Context: an optimization exercise on an open-source flow, tuned for small area. The choices shown serve that exercise and are no tape-out recipe.
Only simulation tests tie the RTL to the original design; equivalence was not proved.
Power and IR drop assume default switching activity.

==> inputs of 04-28 <==
// fxp_arith32
module fxp_arith32 (
    input  wire        clk,
    input  wire        rst,
    input  wire        in_valid,
    output wire        in_ready,
    input  wire [1:0]  op,
    input  wire [31:0] a,
    input  wire [31:0] b,
    output reg         out_valid,
    output wire [62:0] result,
    output reg         ovf,
    output wire        trunc,
    output wire [1:0]  div_state,
    output wire [2:0]  div_iter,
    output reg  [10:0] cost
);
    localparam [6:0] T_ACCEPT = 7'd57;
    reg        busy;
    reg        pre;        
    reg [6:0]  t;
    reg [1:0]  opr;
    reg        conv;
    reg        nc;
    reg [31:0] ar, br, acc;
    wire t_acc = (t == T_ACCEPT);
    assign in_ready = busy ? (pre & t_acc) : ~(in_valid & op[1] & op[0]);
    wire is_div = opr[1] & opr[0];
    wire is_mul = opr[1] & ~opr[0];
    wire addsub = ~opr[1];
    wire t_fin    = t[6] & t[5];               
    wire div_norm = is_div & ~t_fin;
    wire mul_pre  = is_mul & (t[4:3] == 2'd0);
    wire step15   = (t[3:0] == 4'd15);
    wire t_is103 = (t == 7'd103);
    wire t_is119 = (t == 7'd119);
    wire mul_t7  = (t[4:0] == 5'd7);
    wire done    = is_div ? t_is119 : (is_mul ? (t[4:0] == 5'd23) : step15);
    wire pend    = is_div ? ((~t_fin & step15) | t_is103 | t_is119)
                          : (is_mul ? mul_t7 : step15);
    wire pre_end = (is_mul & mul_t7) | (is_div & t_is103);
    wire       shift = addsub | (is_mul & ~mul_pre);
    wire [3:0] didx  = shift ? 4'd0 : {t[3] ^ (mul_pre | t_fin), t[2:0]};
    reg  [1:0] raw;
    always @(*) begin
        case (didx)
            4'd0:  raw = br[1:0];
            4'd1:  raw = br[3:2];
            4'd2:  raw = br[5:4];
            4'd3:  raw = br[7:6];
            4'd4:  raw = br[9:8];
            4'd5:  raw = br[11:10];
            4'd6:  raw = br[13:12];
            4'd7:  raw = br[15:14];
            4'd8:  raw = br[17:16];
            4'd9:  raw = br[19:18];
            4'd10: raw = br[21:20];
            4'd11: raw = br[23:22];
            4'd12: raw = br[25:24];
            4'd13: raw = br[27:26];
            4'd14: raw = br[29:28];
            default: raw = br[31:30];
        endcase
    end
    wire       inv = opr[0];                  
    wire       c0  = (is_div & (t == 7'd96)) ? ~|br[15:0] : nc;
    wire [1:0] rv  = raw ^ {2{inv}};
  ...
==> flow/config.mk <==
export PLATFORM = sky130hd
export DESIGN_NAME = fxp_arith32
export DESIGN_NICKNAME = fxp_arith32
export VERILOG_FILES = /design/flow/design.v
export SDC_FILE = /design/flow/constraint.sdc
export NUM_CORES = 4
export LEC_CHECK = 0
export ABC_AREA = 1
export CAP_MARGIN = 20
export CORE_MARGIN = 2
export CORE_UTILIZATION = 40
export CTS_BUF_LIST = sky130_fd_sc_hd__clkbuf_8
export CTS_CLUSTER_DIAMETER = 100
export CTS_CLUSTER_SIZE = 40
export PLACE_DENSITY = 0.6
export SLEW_MARGIN = 20
==> flow/constraint.sdc <==
create_clock -name core_clock -period 15.0 [get_ports {clk}]
set_input_delay 3.0000 -clock core_clock [delete_from_list [all_inputs] [get_ports {clk}]]
set_output_delay 3.0000 -clock core_clock [all_outputs]
set_load 0.01 [all_outputs]
standard.sh (not shown) runs the stock make flow with config.mk's settings and CLKGATE_MAP_FILE= SYNTH_SCRIPT=/design/flow/synth_recipe.tcl, a recipe that flattens the netlist after the stock synthesis.
==> flow/flow/run.sh <==
#!/bin/bash
# Layout flow: the standard layout (standard.sh) with one change: the
# buffer that global placement puts on every input and output port is the
# smallest buffer cell, sky130_fd_sc_hd__buf_1, instead of the cell
# buffer_ports picks by default. Every port still gets its own buffer; the
# synthesis, floorplan, power grid, tap cells, clock tree and routing are
# the standard ones. make's output goes to layout.log, each step's to
# orfs/logs/.
set -euo pipefail
bash standard.sh 'BUFFER_PORTS_ARGS=-buffer_cell sky130_fd_sc_hd__buf_1' finish > layout.log 2>&1
test -f out/final.def
==> 04-15 (differences from 04-28) <==
--- a/flow/design.v
+++ b/flow/design.v
@@ -217,28 +217,10 @@
     wire r146;
     wire q147;
     wire p148;
     wire r149;
     wire q150;
-    wire p151;
-    wire r152;
-    wire q153;
-    wire p154;
-    wire r155;
-    wire q156;
-    wire p157;
-    wire r158;
-    wire q159;
-    wire p160;
-    wire r161;
-    wire q162;
-    wire p163;
-    wire r164;
-    wire q165;
-    wire p166;
-    wire r167;
-    wire q168;
     assign pp0_0 = m[0] & d[0];
     assign pp0_1 = m[1] & d[0];
     assign pp0_2 = m[2] & d[0];
     assign pp0_3 = m[3] & d[0];
     assign pp0_4 = m[4] & d[0];
@@ -401,24 +383,24 @@
     assign c98 = (c34 & s35) | (c96 & (c34 ^ s35));
     assign s99 = c36 ^ s37 ^ c98;
     assign c100 = (c36 & s37) | (c98 & (c36 ^ s37));
     assign s101 = c38 ^ s39 ^ c100;
     assign c102 = (c38 & s39) | (c100 & (c38 ^ s39));
-    assign s103 = c40 ^ s41;
-    assign c104 = c40 & s41;
+    assign s103 = c40 ^ s41 ^ c102;
+    assign c104 = (c40 & s41) | (c102 & (c40 ^ s41));
     assign s105 = c42 ^ s43 ^ c104;
     assign c106 = (c42 & s43) | (c104 & (c42 ^ s43));
     assign s107 = c44 ^ s45 ^ c106;
     assign c108 = (c44 & s45) | (c106 & (c44 ^ s45));
     assign s109 = c46 ^ s47 ^ c108;
     assign c110 = (c46 & s47) | (c108 & (c46 ^ s47));
     assign s111 = c48 ^ s49 ^ c110;
     assign c112 = (c48 & s49) | (c110 & (c48 ^ s49));
     assign s113 = c50 ^ s51 ^ c112;
     assign c114 = (c50 & s51) | (c112 & (c50 ^ s51));
-    assign s115 = c52 ^ s53 ^ c114;
-    assign c116 = (c52 & s53) | (c114 & (c52 ^ s53));
+    assign s115 = c52 ^ s53;
+    assign c116 = c52 & s53;
     assign s117 = c54 ^ s55 ^ c116;
     assign c118 = (c54 & s55) | (c116 & (c54 ^ s55));
     assign s119 = c56 ^ s57 ^ c118;
     assign c120 = (c56 & s57) | (c118 & (c56 ^ s57));
     assign s121 = c58 ^ s59 ^ c120;
@@ -427,50 +409,32 @@
     assign c124 = (c60 & s61) | (c122 & (c60 ^ s61));
     assign s125 = c62 ^ s63 ^ c124;
     assign c126 = (c62 & s63) | (c124 & (c62 ^ s63));
     assign s127 = pp1_31 ^ c64 ^ c126;
     assign c128 = (pp1_31 & c64) | (c126 & (pp1_31 ^ c64));
-    assign r129 = s103 ^ c102;
-    assign p130 = c102 & s103;
-    assign r131 = s105 ^ p130;
-    assign q132 = s103 & s105;
-    assign p133 = c102 & q132;
-    assign r134 = s107 ^ p133;
-    assign q135 = q132 & s107;
-    assign p136 = c102 & q135;
-    assign r137 = s109 ^ p136;
-    assign q138 = q135 & s109;
-    assign p139 = c102 & q138;
-    assign r140 = s111 ^ p139;
-    assign q141 = q138 & s111;
-    assign p142 = c102 & q141;
-    assign r143 = s113 ^ p142;
-    assign q144 = q141 & s113;
-    assign p145 = c102 & q144;
-    assign r146 = s115 ^ p145;
-    assign q147 = q144 & s115;
-    assign p148 = c102 & q147;
-    assign r149 = s117 ^ p148;
-    assign q150 = q147 & s117;
-    assign p151 = c102 & q150;
-    assign r152 = s119 ^ p151;
-    assign q153 = q150 & s119;
-    assign p154 = c102 & q153;
-    assign r155 = s121 ^ p154;
-    assign q156 = q153 & s121;
-    assign p157 = c102 & q156;
-    assign r158 = s123 ^ p157;
-    assign q159 = q156 & s123;
-    assign p160 = c102 & q159;
-    assign r161 = s125 ^ p160;
-    assign q162 = q159 & s125;
-    assign p163 = c102 & q162;
-    assign r164 = s127 ^ p163;
-    assign q165 = q162 & s127;
-    assign p166 = c102 & q165;
-    assign r167 = c128 ^ p166;
-    assign q168 = q165 & c128;
+    assign r129 = s115 ^ c114;
+    assign p130 = c114 & s115;
+    assign r131 = s117 ^ p130;
+    assign q132 = s115 & s117;
+    assign p133 = c114 & q132;
+    assign r134 = s119 ^ p133;
+    assign q135 = q132 & s119;
+    assign p136 = c114 & q135;
+    assign r137 = s121 ^ p136;
+    assign q138 = q135 & s121;
+    assign p139 = c114 & q138;
+    assign r140 = s123 ^ p139;
+    assign q141 = q138 & s123;
+    assign p142 = c114 & q141;
+    assign r143 = s125 ^ p142;
+    assign q144 = q141 & s125;
+    assign p145 = c114 & q144;
+    assign r146 = s127 ^ p145;
+    assign q147 = q144 & s127;
+    assign p148 = c114 & q147;
+    assign r149 = c128 ^ p148;
+    assign q150 = q147 & c128;
     assign s[0] = s1;
     assign s[1] = s65;
     assign s[2] = s67;
     assign s[3] = s69;
     assign s[4] = s71;
@@ -487,24 +451,24 @@
     assign s[15] = s93;
     assign s[16] = s95;
     assign s[17] = s97;
     assign s[18] = s99;
     assign s[19] = s101;
-    assign s[20] = r129;
-    assign s[21] = r131;
-    assign s[22] = r134;
-    assign s[23] = r137;
-    assign s[24] = r140;
-    assign s[25] = r143;
-    assign s[26] = r146;
-    assign s[27] = r149;
-    assign s[28] = r152;
-    assign s[29] = r155;
-    assign s[30] = r158;
-    assign s[31] = r161;
-    assign s[32] = r164;
-    assign s[33] = r167;
+    assign s[20] = s103;
+    assign s[21] = s105;
+    assign s[22] = s107;
+    assign s[23] = s109;
+    assign s[24] = s111;
+    assign s[25] = s113;
+    assign s[26] = r129;
+    assign s[27] = r131;
+    assign s[28] = r134;
+    assign s[29] = r137;
+    assign s[30] = r140;
+    assign s[31] = r143;
+    assign s[32] = r146;
+    assign s[33] = r149;
 endmodule
 module fxp_arith32 (
     input  wire        clk,
     input  wire        rst,
     input  wire        in_valid,
@@ -533,55 +497,56 @@
     wire is_div = opr[1] & opr[0];
     wire is_mul = opr[1] & ~opr[0];
     wire addsub = ~opr[1];
     wire t_fin    = t[6] & t[5];               
     wire div_norm = is_div & ~t_fin;
+    wire div_bi   = div_norm & t[4];           
     wire mul_pre  = is_mul & (t[4:3] == 2'd0);
+    wire mul_idle = is_mul & (t[4:3] == 2'd1);
     wire step15   = (t[3:0] == 4'd15);
     wire t_is103 = (t == 7'd103);
     wire t_is119 = (t == 7'd119);
     wire mul_t7  = (t[4:0] == 5'd7);
-    wire done    = is_div ? t_is119 : (is_mul ? (t[4:0] == 5'd23) : step15);
+    wire done    = is_div ? t_is119 : (is_mul ? (t[4:0] == 5'd31) : step15);
     wire pend    = is_div ? ((~t_fin & step15) | t_is103 | t_is119)
                           : (is_mul ? mul_t7 : step15);
     wire pre_end = (is_mul & mul_t7) | (is_div & t_is103);
-    wire       shift = addsub | (is_mul & ~mul_pre);
-    wire [3:0] didx  = shift ? 4'd0 : {t[3] ^ (mul_pre | t_fin), t[2:0]};
-    reg  [1:0] raw;
+    wire       tap16 = mul_pre | (is_div & t_fin);
+    reg  [1:0] araw;
     always @(*) begin
-        case (didx)
-            4'd0:  raw = br[1:0];
-            4'd1:  raw = br[3:2];
-            4'd2:  raw = br[5:4];
-            4'd3:  raw = br[7:6];
-            4'd4:  raw = br[9:8];
-            4'd5:  raw = br[11:10];
-            4'd6:  raw = br[13:12];
-            4'd7:  raw = br[15:14];
-            4'd8:  raw = br[17:16];
-            4'd9:  raw = br[19:18];
-            4'd10: raw = br[21:20];
-            4'd11: raw = br[23:22];
-            4'd12: raw = br[25:24];
-            4'd13: raw = br[27:26];
-            4'd14: raw = br[29:28];
-            default: raw = br[31:30];
+        case (t[3:0])
+            4'd0:  araw = ar[1:0];
+            4'd1:  araw = ar[3:2];
+            4'd2:  araw = ar[5:4];
+            4'd3:  araw = ar[7:6];
+            4'd4:  araw = ar[9:8];
+            4'd5:  araw = ar[11:10];
+            4'd6:  araw = ar[13:12];
+            4'd7:  araw = ar[15:14];
+            4'd8:  araw = ar[17:16];
+            4'd9:  araw = ar[19:18];
+            4'd10: araw = ar[21:20];
+            4'd11: araw = ar[23:22];
+            4'd12: araw = ar[25:24];
+            4'd13: araw = ar[27:26];
+            4'd14: araw = ar[29:28];
+            default: araw = ar[31:30];
         endcase
     end
+    wire [1:0] raw = div_bi ? araw : (tap16 ? br[17:16] : br[1:0]);
     wire       inv = opr[0];                  
     wire       c0  = (is_div & (t == 7'd96)) ? ~|br[15:0] : nc;
     wire [1:0] rv  = raw ^ {2{inv}};
     wire [2:0] xc  = {1'b0, rv} + {2'd0, c0};
     wire [1:0] x   = xc[1:0];
-    wire [1:0]  d   = addsub ? {1'b0, t == 7'd0} : x;
+    wire [1:0]  d   = addsub ? {1'b0, t == 7'd0} : (mul_idle ? 2'd0 : x);
     wire [1:0]  inj = addsub ? x : 2'd0;
-    wire        selB = div_norm & t[4];
-    wire [31:0] m   = selB ? br : ar;
     wire [33:0] s;
-    fxp_mul u_step (.acc(acc), .m(m), .d(d), .inj(inj), .s(s));
-    wire        ld_ai = div_norm & ~t[4] & step15;
-    wire        ld_bi = (div_norm & t[4] & step15) | (is_div & t_is119);
+    fxp_mul u_step (.acc(acc), .m(ar), .d(d), .inj(inj), .s(s));
+    wire        ld_a = div_norm & step15;
+    wire        ld_b = ld_a | (is_div & t_is119);
+    wire        shin = addsub | (is_mul & t[4]);
     always @(posedge clk) begin
         if (rst) begin
             busy      <= 1'b0;
             pre       <= 1'b0;
             out_valid <= 1'b0;
@@ -602,24 +567,25 @@
     end
     always @(posedge clk) begin
         t <= busy ? t + 7'd1 : 7'd0;
         if (!busy) begin
             opr  <= op;
-            conv <= (b == 32'h8000_0000);
             nc   <= op[0];
             ar   <= a;
             br   <= b;
             acc  <= 32'd0;
         end else begin
             nc  <= (is_div & pend) ? 1'b1 : xc[2];
+            if (t[6:4] == 3'd0)
+                conv <= ((t[3:0] == 4'd0) | conv) & (x == {step15, 1'b0});
             acc <= pend ? 32'd0 : s[33:2];    
-            if (ld_ai)
-                ar <= s[32:1];
-            if (ld_bi)
+            if (ld_a)
+                ar <= {br[1:0], br[31:2]};    
+            if (ld_b)
                 br <= s[32:1];
-            else if (shift)
-                br <= {s[1:0], br[31:2]};
+            else
+                br <= {shin ? s[1:0] : br[1:0], br[31:2]};
             if (pre_end)
                 ovf <= s[33];
             else if (done)
                 ovf <= addsub ? s[2] : (s[33] & ~ovf);
         end
==> notes <==
Of 04-15 and 04-28, 04-28 has the higher worst hold slack (gap 0.012 ns). Of 04-15 and 04-28, 04-15 has the higher clock skew (gap 0.0024 ns). Register-to-register slack: 04-15 is worse than 04-28 (1.1 ns). Between 04-28 and 04-15, the lower final area is in 04-15 (gap about 9%, measured against 04-15).


==> job 8807 <==
fxp_arith32, a different RTL version from the one above (not shown whole).
==> module fxp_arith32, before the edit <==
module fxp_arith32 (
    input  wire        clk,
    input  wire        rst,
    input  wire        in_valid,
    output wire        in_ready,
    input  wire [1:0]  op,
    input  wire [31:0] a,
    input  wire [31:0] b,
    output reg         out_valid,
    output wire [62:0] result,
    output reg         ovf,
    output wire        trunc,
    output wire [1:0]  div_state,
    output wire [2:0]  div_iter,
    output reg  [10:0] cost
);
    reg        busy;
    reg [5:0]  t;
    reg [1:0]  opr;
    reg        conv;
    reg        nc;
    reg [31:0] ar, br, acc;
    assign in_ready = !busy;
    wire is_div = opr[1] & opr[0];
    wire is_mul = opr[1] & ~opr[0];
    wire addsub = ~opr[1];
    wire t_fin    = t[5] & t[4];               
    wire div_norm = is_div & ~t_fin;
    wire div_bi   = div_norm & t[3];           
    wire mul_pre  = is_mul & (t[3:2] == 2'd0);
    wire mul_idle = is_mul & (t[3:2] == 2'd1);
    wire step7    = (t[2:0] == 3'd7);
    wire t_is47 = (t == 6'd47);
    wire t_is51 = (t == 6'd51);
    wire t_is59 = (t == 6'd59);
    wire mul_t3 = (t[3:0] == 4'd3);
    wire done   = is_div ? t_is59 : (is_mul ? (t[3:0] == 4'd15) : step7);
    wire pend   = is_div ? ((~t_fin & step7) | t_is51 | t_is59)
                         : (is_mul ? mul_t3 : step7);
    wire pre_end = (is_mul & mul_t3) | (is_div & t_is51);
    wire       tap16 = mul_pre | (is_div & t_fin);
    reg  [3:0] araw;
    always @(*) begin
        case (t[2:0])
            3'd0:  araw = ar[3:0];
            3'd1:  araw = ar[7:4];
            3'd2:  araw = ar[11:8];
            3'd3:  araw = ar[15:12];
            3'd4:  araw = ar[19:16];
            3'd5:  araw = ar[23:20];
            3'd6:  araw = ar[27:24];
            default: araw = ar[31:28];
        endcase
    end
    wire [3:0] raw = div_bi ? araw : (tap16 ? br[19:16] : br[3:0]);
    wire       inv = opr[0];                  
    wire       c0  = nc;
    wire [3:0] rv  = raw ^ {4{inv}};
    wire [4:0] xc  = {1'b0, rv} + {4'd0, c0};
    wire [3:0] x   = xc[3:0];
    wire [3:0]  d   = addsub ? {3'b000, t == 6'd0} : (mul_idle ? 4'd0 : x);
    wire [3:0]  inj = addsub ? x : 4'd0;
    wire [35:0] s;
    fxp_mul u_step (.acc(acc), .m(ar), .d(d), .inj(inj), .s(s));
    wire        ld_a = div_norm & step7;
    wire        ld_b = ld_a | (is_div & t_is59);
    wire        shin = addsub | (is_mul & t[3]);
    always @(posedge clk) begin
        if (rst) begin
            busy      <= 1'b0;
            out_valid <= 1'b0;
        end else begin
            out_valid <= busy & done;
            if (!busy)
                busy <= in_valid;
            else if (done)
                busy <= 1'b0;
        end
    end
    always @(posedge clk) begin
        t <= busy ? t + 6'd1 : 6'd0;
        if (!busy) begin
            opr  <= op;
            nc   <= op[0];
            ar   <= a;
            br   <= b;
            acc  <= 32'd0;
        end else begin
            nc  <= (is_div & pend) ? (t_is47 ? ~|s[18:3] : 1'b1) : xc[4];
            if (t[5:3] == 3'd0)
                conv <= ((t[2:0] == 3'd0) | conv) & (x == {step7, 3'b000});
            acc <= pend ? 32'd0 : s[35:4];    
            if (ld_a)
                ar <= {br[3:0], br[31:4]};    
            if (ld_b)
                br <= s[34:3];
            else
                br <= {shin ? s[3:0] : br[3:0], br[31:4]};
            if (pre_end)
                ovf <= s[35];
            else if (done)
                ovf <= addsub ? s[4] : (s[35] & ~ovf);
        end
    end
    assign result    = {acc[30:0], br};
    assign trunc     = is_div;
    assign div_state = {is_div, is_div & ~conv};
    assign div_iter  = {is_div & ~conv, 1'b0, is_div};
    always @(*) begin
        case (opr)
            2'd0:    cost = 11'd128;
            2'd1:    cost = 11'd160;
            2'd2:    cost = 11'd273;
            default: cost = conv ? 11'd273 : 11'd1525;
        endcase
    end
endmodule
clock: 15.0 ns
lec_check: 0
abc_area: 1
cap_margin: 20
core_margin: 2
core_utilization: 40
place_density: 0.6
slew_margin: 20
==> flow/flow/run.sh <==
#!/bin/bash
# Layout flow: the standard layout (standard.sh) with three changes.
# 1. Synthesis runs Yosys's synth with -noabc, which skips the generic
#    "abc -fast" pass that precedes full-adder extraction, so the adder
#    equations of rtl/fxp_mul.v map to full-adder cells without inverters
#    between them.
# 2. Its final technology mapping runs ABC with flow/abc_area_only.script
#    (strash; dch; map -a; topo), an area-only mapping, instead of ORFS's
#    abc_area.script, which also buffers and upsizes for delay. A variable
#    trace swaps the script name when ORFS's synthesis preamble sets it.
#    Otherwise the synthesis is the standard flow's script (synth_recipe.tcl): the same
#    registers, -nofsm -noshare, flattening and renaming.
# 3. The buffer that global placement puts on every input and output port
#    is the smallest buffer cell, sky130_fd_sc_hd__buf_1, instead of the
#    cell buffer_ports picks by default. Every port still gets its own
#    buffer.
# Floorplan, power grid, tap cells, clock tree and routing are standard.
# Each make run's output goes to its own log here, each step's to orfs/logs/.
set -euo pipefail
script="$PWD/flow/abc_area_only.script"
test -f "$script"
{
  echo "proc fxp_abc_script {args} { set ::abc_script {$script} }"
  echo "trace add variable ::abc_script write fxp_abc_script"
  sed -e '1s/yosys synth -nofsm -noshare /yosys synth -nofsm -noshare -noabc /' synth_recipe.tcl
} > synth_own.tcl
grep -q -- '-noabc' synth_own.tcl
sed -e 's#synth_recipe\.tcl#synth_own.tcl#g' standard.sh > synth_own.sh
grep -q 'synth_own\.tcl' synth_own.sh
bash synth_own.sh synth > synth.log 2>&1
grep -q "abc_area_only.script" orfs/logs/*/fxp_arith32/base/1_2_yosys.log
bash standard.sh 'BUFFER_PORTS_ARGS=-buffer_cell sky130_fd_sc_hd__buf_1' finish > layout.log 2>&1
test -f out/final.def
==> flow/flow/abc_area_only.script <==
strash
dch
map -a
topo
==> job 4254 (differences from job 8807) <==
--- a/flow/design.v
+++ b/flow/design.v
@@ -917,45 +917,43 @@
     wire is_mul = opr[1] & ~opr[0];
     wire addsub = ~opr[1];
-    wire t_fin    = t[5] & t[4];               
-    wire div_norm = is_div & ~t_fin;
-    wire div_bi   = div_norm & t[3];           
+    wire t_ge48   = t[5] & t[4];
+    wire div_norm = is_div & ~t_ge48;
     wire mul_pre  = is_mul & (t[3:2] == 2'd0);
-    wire mul_idle = is_mul & (t[3:2] == 2'd1);
     wire step7    = (t[2:0] == 3'd7);
-    wire t_is47 = (t == 6'd47);
-    wire t_is51 = (t == 6'd51);
-    wire t_is59 = (t == 6'd59);
-    wire mul_t3 = (t[3:0] == 4'd3);
-    wire done   = is_div ? t_is59 : (is_mul ? (t[3:0] == 4'd15) : step7);
-    wire pend   = is_div ? ((~t_fin & step7) | t_is51 | t_is59)
-                         : (is_mul ? mul_t3 : step7);
+    wire t_is51  = (t == 6'd51);
+    wire t_is59  = (t == 6'd59);
+    wire mul_t3  = (t[3:0] == 4'd3);
+    wire done    = is_div ? t_is59 : (is_mul ? (t[3:0] == 4'd11) : step7);
+    wire pend    = is_div ? ((~t_ge48 & step7) | t_is51 | t_is59)
+                          : (is_mul ? mul_t3 : step7);
     wire pre_end = (is_mul & mul_t3) | (is_div & t_is51);
-    wire       tap16 = mul_pre | (is_div & t_fin);
-    reg  [3:0] araw;
+    wire       shift = addsub | (is_mul & ~mul_pre);
+    wire [2:0] didx  = shift ? 3'd0 : {t[2] ^ (mul_pre | t_ge48), t[1:0]};
+    reg  [3:0] raw;
     always @(*) begin
-        case (t[2:0])
-            3'd0:  araw = ar[3:0];
-            3'd1:  araw = ar[7:4];
-            3'd2:  araw = ar[11:8];
-            3'd3:  araw = ar[15:12];
-            3'd4:  araw = ar[19:16];
-            3'd5:  araw = ar[23:20];
-            3'd6:  araw = ar[27:24];
-            default: araw = ar[31:28];
+        case (didx)
+            3'd0: raw = br[3:0];
+            3'd1: raw = br[7:4];
+            3'd2: raw = br[11:8];
+            3'd3: raw = br[15:12];
+            3'd4: raw = br[19:16];
+            3'd5: raw = br[23:20];
+            3'd6: raw = br[27:24];
+            default: raw = br[31:28];
         endcase
     end
-    wire [3:0] raw = div_bi ? araw : (tap16 ? br[19:16] : br[3:0]);
     wire       inv = opr[0];                  
-    wire       c0  = nc;
+    wire       c0  = (is_div & (t == 6'd48)) ? ~|br[15:0] : nc;
     wire [3:0] rv  = raw ^ {4{inv}};
     wire [4:0] xc  = {1'b0, rv} + {4'd0, c0};
     wire [3:0] x   = xc[3:0];
-    wire [3:0]  d   = addsub ? {3'b000, t == 6'd0} : (mul_idle ? 4'd0 : x);
+    wire [3:0]  d   = addsub ? {3'b000, t == 6'd0} : x;
     wire [3:0]  inj = addsub ? x : 4'd0;
+    wire        selB = div_norm & t[3];
+    wire [31:0] m   = selB ? br : ar;
     wire [35:0] s;
-    fxp_mul u_step (.acc(acc), .m(ar), .d(d), .inj(inj), .s(s));
-    wire        ld_a = div_norm & step7;
-    wire        ld_b = ld_a | (is_div & t_is59);
-    wire        shin = addsub | (is_mul & t[3]);
+    fxp_mul u_step (.acc(acc), .m(m), .d(d), .inj(inj), .s(s));
+    wire        ld_ai = div_norm & ~t[3] & step7;
+    wire        ld_bi = (div_norm & t[3] & step7) | (is_div & t_is59);
     always @(posedge clk) begin
         if (rst) begin
@@ -974,4 +972,5 @@
         if (!busy) begin
             opr  <= op;
+            conv <= (b == 32'h8000_0000);
             nc   <= op[0];
             ar   <= a;
@@ -979,14 +978,12 @@
             acc  <= 32'd0;
         end else begin
-            nc  <= (is_div & pend) ? (t_is47 ? ~|s[18:3] : 1'b1) : xc[4];
-            if (t[5:3] == 3'd0)
-                conv <= ((t[2:0] == 3'd0) | conv) & (x == {step7, 3'b000});
+            nc  <= (is_div & pend) ? 1'b1 : xc[4];
             acc <= pend ? 32'd0 : s[35:4];    
-            if (ld_a)
-                ar <= {br[3:0], br[31:4]};    
-            if (ld_b)
+            if (ld_ai)
+                ar <= s[34:3];
+            if (ld_bi)
                 br <= s[34:3];
-            else
-                br <= {shin ? s[3:0] : br[3:0], br[31:4]};
+            else if (shift)
+                br <= {s[3:0], br[31:4]};
             if (pre_end)
                 ovf <= s[35];
==> flow/flow/run.sh (replaced) <==
#!/bin/bash
# Layout flow: the standard layout (standard.sh) with two changes.
# 1. Synthesis runs Yosys's synth with -noabc, which skips the generic
#    "abc -fast" pass that precedes full-adder extraction, so the adder
#    equations of rtl/fxp_mul.v map to full-adder cells without inverters
#    between them. The rest of the synthesis script is the standard flow's unchanged
#    (-nofsm -noshare, the same registers, flattening, renaming and the
#    final technology mapping).
# 2. The buffer that global placement puts on every input and output port
#    is the smallest buffer cell, sky130_fd_sc_hd__buf_1, instead of the
#    cell buffer_ports picks by default. Every port still gets its own
#    buffer.
# Floorplan, power grid, tap cells, clock tree and routing are standard.
# Each make run's output goes to its own log here, each step's to orfs/logs/.
set -euo pipefail
sed -e '1s/yosys synth -nofsm -noshare /yosys synth -nofsm -noshare -noabc /' \
    synth_recipe.tcl > synth_noabc.tcl
grep -q -- '-noabc' synth_noabc.tcl
sed -e 's#synth_recipe\.tcl#synth_noabc.tcl#g' standard.sh > synth_noabc.sh
grep -q 'synth_noabc\.tcl' synth_noabc.sh
bash synth_noabc.sh synth > synth.log 2>&1
bash standard.sh 'BUFFER_PORTS_ARGS=-buffer_cell sky130_fd_sc_hd__buf_1' finish > layout.log 2>&1
test -f out/final.def
- CTS_BUF_LIST: unset -> sky130_fd_sc_hd__clkbuf_8
- CTS_CLUSTER_DIAMETER: unset -> 100
- CTS_CLUSTER_SIZE: unset -> 40
removed: flow/flow/abc_area_only.script
==> comparison table <==
item	job 8807	job 4254
Result of the run	no timing/DRC/antenna violations	no timing/DRC/antenna violations
Count of unique library cells instantiated by Yosys	28	44
Clock transition time at the flip-flop clock pins of the worst setup and hold paths	70 ps	120 ps
Clock latency of the later-clocked register in the worst-skew pair	360 ps	400 ps
Sequential fraction of total cell area	0.2690	0.2843
Max VDD drop	0.06728 mV	0.1199 mV
Number of placed cells counting well taps	1332	1408
Wirelength per Cell	17.18 um	19.36 um
Multiplexer share of the synthesized area	0	0.01611
Largest stage delay, worst path	510 ps	470 ps
Met3 wire length	1261 um	2030 um
Non-clock buffer total of the final layout	167	164
Global-route wire length before repair	36570 um	42860 um
Power per cell area	165.5 nW/um^2	239.6 nW/um^2
Origin of the worst setup path	opr[1]	opr[0]
Cells after synthesis	940	1015

## what the ideal ports hide
The results above use ideal ports. As a check the final layouts listed here were re-extracted and re-timed, cells and wires unchanged. Step 1 sets driving cells, clkbuf_16 on the clock port and buf_2 on the other inputs (assumed; they add their load-dependent delay and slew). Step 2 adds t to the input delays and takes it off the output delays; t is the mean of the earliest and latest rising clock arrival at the registers after step 1. Input paths then give back, and output paths get back, about the clock's delay inside the block. Slacks: no drivers / after step 1 / after step 2; pairs: no drivers / after step 1.
| run | t (ns) | slack for setup (ns) | worst hold slack (ns) | worst register clock-pin slew, ns | cell pins on the clock port's net |
|---|---|---|---|---|---|
| 04-28 | 0.427 | 2.175 / 2.175 / 2.175 | 0.486 / 0.486 / 0.486 | 0.11 / 0.11 | 1 |
| 04-15 | 0.426 | 1.064 / 1.064 / 1.064 | 0.474 / 0.474 / 0.474 | 0.11 / 0.11 | 1 |
| job 8807 | 0.406 | 0.836 / 0.836 / 0.836 | 0.456 / 0.456 / 0.456 | 0.07 / 0.07 | 1 |
| job 4254 | 0.434 | 0.789 / 0.789 / 0.789 | 0.575 / 0.575 / 0.575 | 0.12 / 0.12 | 1 |
After both steps setup and hold are still met in every run listed.
